From an optimization exercise on the open Yosys and OpenROAD flow, aimed at small area; shortcuts taken in it are not production practice.
The RTL was checked by simulation tests, not by an equivalence proof against the original design.
Power and IR drop assume default switching activity.

## elliott900
module elliott900 (
    input  wire        clk,
    input  wire        rst,           
    input  wire [17:0] start_addr,    
    input  wire [31:0] limit,         
    output wire        mem_req,
    output wire        mem_we,
    output wire [13:0] mem_addr,
    output wire [17:0] mem_wdata,
    input  wire        mem_ack,
    input  wire [17:0] mem_rdata,
    output wire        io_req,
    output wire [2:0]  io_dev,
    output wire [7:0]  io_out,
    input  wire        io_ack,
    input  wire [7:0]  io_in,
    input  wire [1:0]  io_status,
    output wire        halted,
    output wire [4:0]  exit_code,
    output wire [2:0]  fatal_cause,
    output wire [13:0] stop_addr,
    output wire [17:0] acc_a,
    output wire [17:0] acc_q
);
    localparam [4:0] S_INITL = 5'd0,  S_INITW = 5'd1,  S_INITS = 5'd2,  S_RSCR  = 5'd3,
                     S_INCS  = 5'd4,  S_WSCR  = 5'd5,  S_FETCH = 5'd6,  S_RB    = 5'd7,
                     S_EXEC  = 5'd8,  S_ROP   = 5'd9,  S_MSA   = 5'd10, S_MSTEP = 5'd11,
                     S_MFIN  = 5'd12, S_DZ    = 5'd13, S_DSTEP = 5'd14, S_DADJ  = 5'd15,
                     S_DMOV  = 5'd16, S_DFIN  = 5'd17, S_SHIFT = 5'd18, S_ROT   = 5'd19,
                     S_DAD2  = 5'd20, S_JMP   = 5'd21, S_STS1  = 5'd22, S_STS2  = 5'd23,
                     S_STORE = 5'd24, S_CHK   = 5'd25, S_W     = 5'd26, S_IOR   = 5'd27,
                     S_IOREQ = 5'd28, S_LT1   = 5'd29, S_DONE  = 5'd30, S_HALT  = 5'd31;
    localparam [3:0] H_STOP = 4'b1000, H_RDR = 4'b1001, H_TTY = 4'b1010,
                     H_LIM  = 4'b1011, H_OVF = 4'b1100;
    localparam [16*18-1:0] ROMV = {
        18'o217761, 18'o237766, 18'o100001, 18'o240001,
        18'o537764, 18'o364000, 18'o217767, 18'o237772,
        18'o364000, 18'o117775, 18'o017764, 18'o777775,
        18'o0, 18'o0, 18'o0, 18'o0};
    reg [4:0]  state;
    reg [2:0]  sql, sqh;
  ...
clock: 7.0 ns
lec_check: 0
cap_margin: 20
core_margin: 2
core_utilization: 40
place_density: 0.6
slew_margin: 20
standard.sh (not shown) runs the stock make flow with config.mk's settings and CLKGATE_MAP_FILE= SYNTH_SCRIPT=/design/flow/synth_recipe.tcl, a recipe that flattens the netlist after the stock synthesis.
==> flow/flow/run.sh <==
#!/bin/bash
# The standard layout, with the port buffers made from the smallest buffer
# cell, a clock tree without dummy balancing loads, and timing-driven global
# placement that does not keep the buffers of its trial repairs.
set -euo pipefail
export BUFFER_PORTS_ARGS="-buffer_cell sky130_fd_sc_hd__buf_1"
export CTS_ARGS="-sink_clustering_enable -repair_clock_nets -dont_use_dummy_load"
export GLOBAL_PLACEMENT_ARGS="-keep_resize_below_overflow 0"
bash standard.sh > standard.log 2>&1
The baseline ran to the end with no violations.
Change:
--- a/flow/flow/run.sh
+++ b/flow/flow/run.sh
@@ -3,2 +3 @@
-# cell, a clock tree without dummy balancing loads, and timing-driven global
-# placement that does not keep the buffers of its trial repairs.
+# cell and a clock tree without dummy balancing loads.
@@ -8 +6,0 @@
-export GLOBAL_PLACEMENT_ARGS="-keep_resize_below_overflow 0"
What happened: Wire length drops slightly. Worst setup slack improved by 0.11 ns. Critical path depth decreases by 1. Count of clock-buffer cells in the layout does not change. Final area fell by a few percent.
Change:
==> flow/flow/run.sh (replaced) <==
#!/bin/bash
# The standard layout, with the port buffers made from the smallest buffer cell.
set -euo pipefail
export BUFFER_PORTS_ARGS="-buffer_cell sky130_fd_sc_hd__buf_1"
bash standard.sh > standard.log 2>&1
CORE_UTILIZATION = 55   (was 40)
PLACE_DENSITY = 0.7   (was 0.6)
Result: Total power went up by a few percent; routed wire length went down by a few percent; first-iteration DRC count went up by a quarter to a third; hold slack gains 0.0073 ns.

elliott900 again, from the RTL that the note above started with.
clock: 7.0 ns
lec_check: 0
cap_margin: 20
core_margin: 2
core_utilization: 55
place_density: 0.7
slew_margin: 20
==> flow/flow/run.sh <==
#!/bin/bash
# The standard layout, with the port buffers made from the smallest buffer
# cell and a clock tree without dummy balancing loads.
set -euo pipefail
export BUFFER_PORTS_ARGS="-buffer_cell sky130_fd_sc_hd__buf_1"
export CTS_ARGS="-sink_clustering_enable -repair_clock_nets -dont_use_dummy_load"
bash standard.sh > standard.log 2>&1
Edit:
==> flow/flow/run.sh (replaced) <==
#!/bin/bash
# The standard layout, with the port buffers made from the smallest buffer cell.
set -euo pipefail
export BUFFER_PORTS_ARGS="-buffer_cell sky130_fd_sc_hd__buf_1"
bash standard.sh > standard.log 2>&1
Settings changed: CORE_UTILIZATION 55 to 40, PLACE_DENSITY 0.7 to 0.6.
Effect:
- The new run ran to the end with no violations
- routed wire length went up by 5.6%
- non-clock buffer count grows by 4
- clock skew went down by 0.011 ns
- die area grows by 36%

v6:
Another version of the RTL of elliott900 (not shown whole).
Size in the first run: roughly 130 flip-flops.
Design elliott900, start of the top module:
module elliott900 (
    input  wire        clk,
    input  wire        rst,           
    input  wire [17:0] start_addr,    
    input  wire [31:0] limit,         
    output wire        mem_req,
    output wire        mem_we,
    output wire [13:0] mem_addr,
    output wire [17:0] mem_wdata,
    input  wire        mem_ack,
    input  wire [17:0] mem_rdata,
    output wire        io_req,
    output wire [2:0]  io_dev,
    output wire [7:0]  io_out,
    input  wire        io_ack,
    input  wire [7:0]  io_in,
    input  wire [1:0]  io_status,
    output wire        halted,
    output wire [4:0]  exit_code,
    output wire [2:0]  fatal_cause,
    output wire [13:0] stop_addr,
    output wire [17:0] acc_a,
    output wire [17:0] acc_q
);
==> flow/config.mk <==
export PLATFORM = sky130hd
export DESIGN_NAME = elliott900
export DESIGN_NICKNAME = elliott900
export VERILOG_FILES = /design/flow/design.v
export SDC_FILE = /design/flow/constraint.sdc
export NUM_CORES = 4
export LEC_CHECK = 0
export CAP_MARGIN = 10
export CORE_MARGIN = 2
export CORE_UTILIZATION = 40
export GPL_TIMING_DRIVEN = 0
export PLACE_DENSITY = 0.6
export SLEW_MARGIN = 10
==> flow/constraint.sdc <==
create_clock -name core_clock -period 7.0 [get_ports {clk}]
set_input_delay 1.4000 -clock core_clock [delete_from_list [all_inputs] [get_ports {clk}]]
set_output_delay 1.4000 -clock core_clock [all_outputs]
set_load 0.01 [all_outputs]
==> flow/flow/run.sh <==
#!/bin/bash
# The standard layout, with the port buffers made from the smallest buffer cell.
set -euo pipefail
export BUFFER_PORTS_ARGS="-buffer_cell sky130_fd_sc_hd__buf_1"
bash standard.sh > standard.log 2>&1
Setup changes, v6 to v7
- a change of CAP_MARGIN from 10 to 20
- a deleted GPL_TIMING_DRIVEN that had been 0
- a change of SLEW_MARGIN from 10 to 20
Notes after the runs:
- Number of gates on the worst path with buffers counted: v6 vs v7 identical
- Comparing number of antenna violations at the first check in global routing for v6 and v7, the bigger number came from v7.
- The slew at the pin closest to its max-slew limit in v7 was lower than what v6 gave.
- v7 vs. v6: portion of the layout cell area used by clock cells shows an increase of 0.28 points, net total in the final layout lower, timing-limited maximum frequency saw an increase.
- From v7 to v6, cell count of the worst hold path did not move at all.
- There was hardly any difference in power between v7 and v6.

==> separate check: timing with driven ports <==
No port has a modelled driver above. Below, the same layouts with a new extraction and two added sets of constraints.
Step 1: set_driving_cell puts a clkbuf_16 on clk and a buf_2 on each other input, an assumption about the parent block.
Step 2 times the ports against the registers' clock, not the clock port: input delays grow and output delays shrink by t, the midpoint of the rising clock arrivals with the driver on.
Slacks: ideal ports / drivers / drivers and shift; pairs: ideal ports / drivers.
run | t, ns | slack for setup (ns) | worst setup path after step 2 | worst slew at a driven data input, ns
the first run of note 1 | 0.465 | 0.372 / 0.372 / 0.372 | register to register | 0.04
the second run of note 1 | 0.462 | 0.478 / 0.478 / 0.424 | input to register | 0.04
the third run of note 1 | 0.490 | 0.312 / 0.312 / 0.312 | register to register | 0.04
the first run of note 2 | 0.469 | 0.328 / 0.328 / 0.328 | register to register | 0.04
the second run of note 2 | 0.474 | 0.472 / 0.472 / 0.430 | input to register | 0.04
v6 | 0.485 | 0.255 / 0.255 / 0.255 | register to register | 0.05
v7 | 0.485 | 0.456 / 0.456 / 0.337 | input to register | 0.05
After both steps setup and hold are still met in every run listed. The setup slack of v7, which loses most, moves by 0.000 ns with the drivers and by -0.119 ns with both steps.
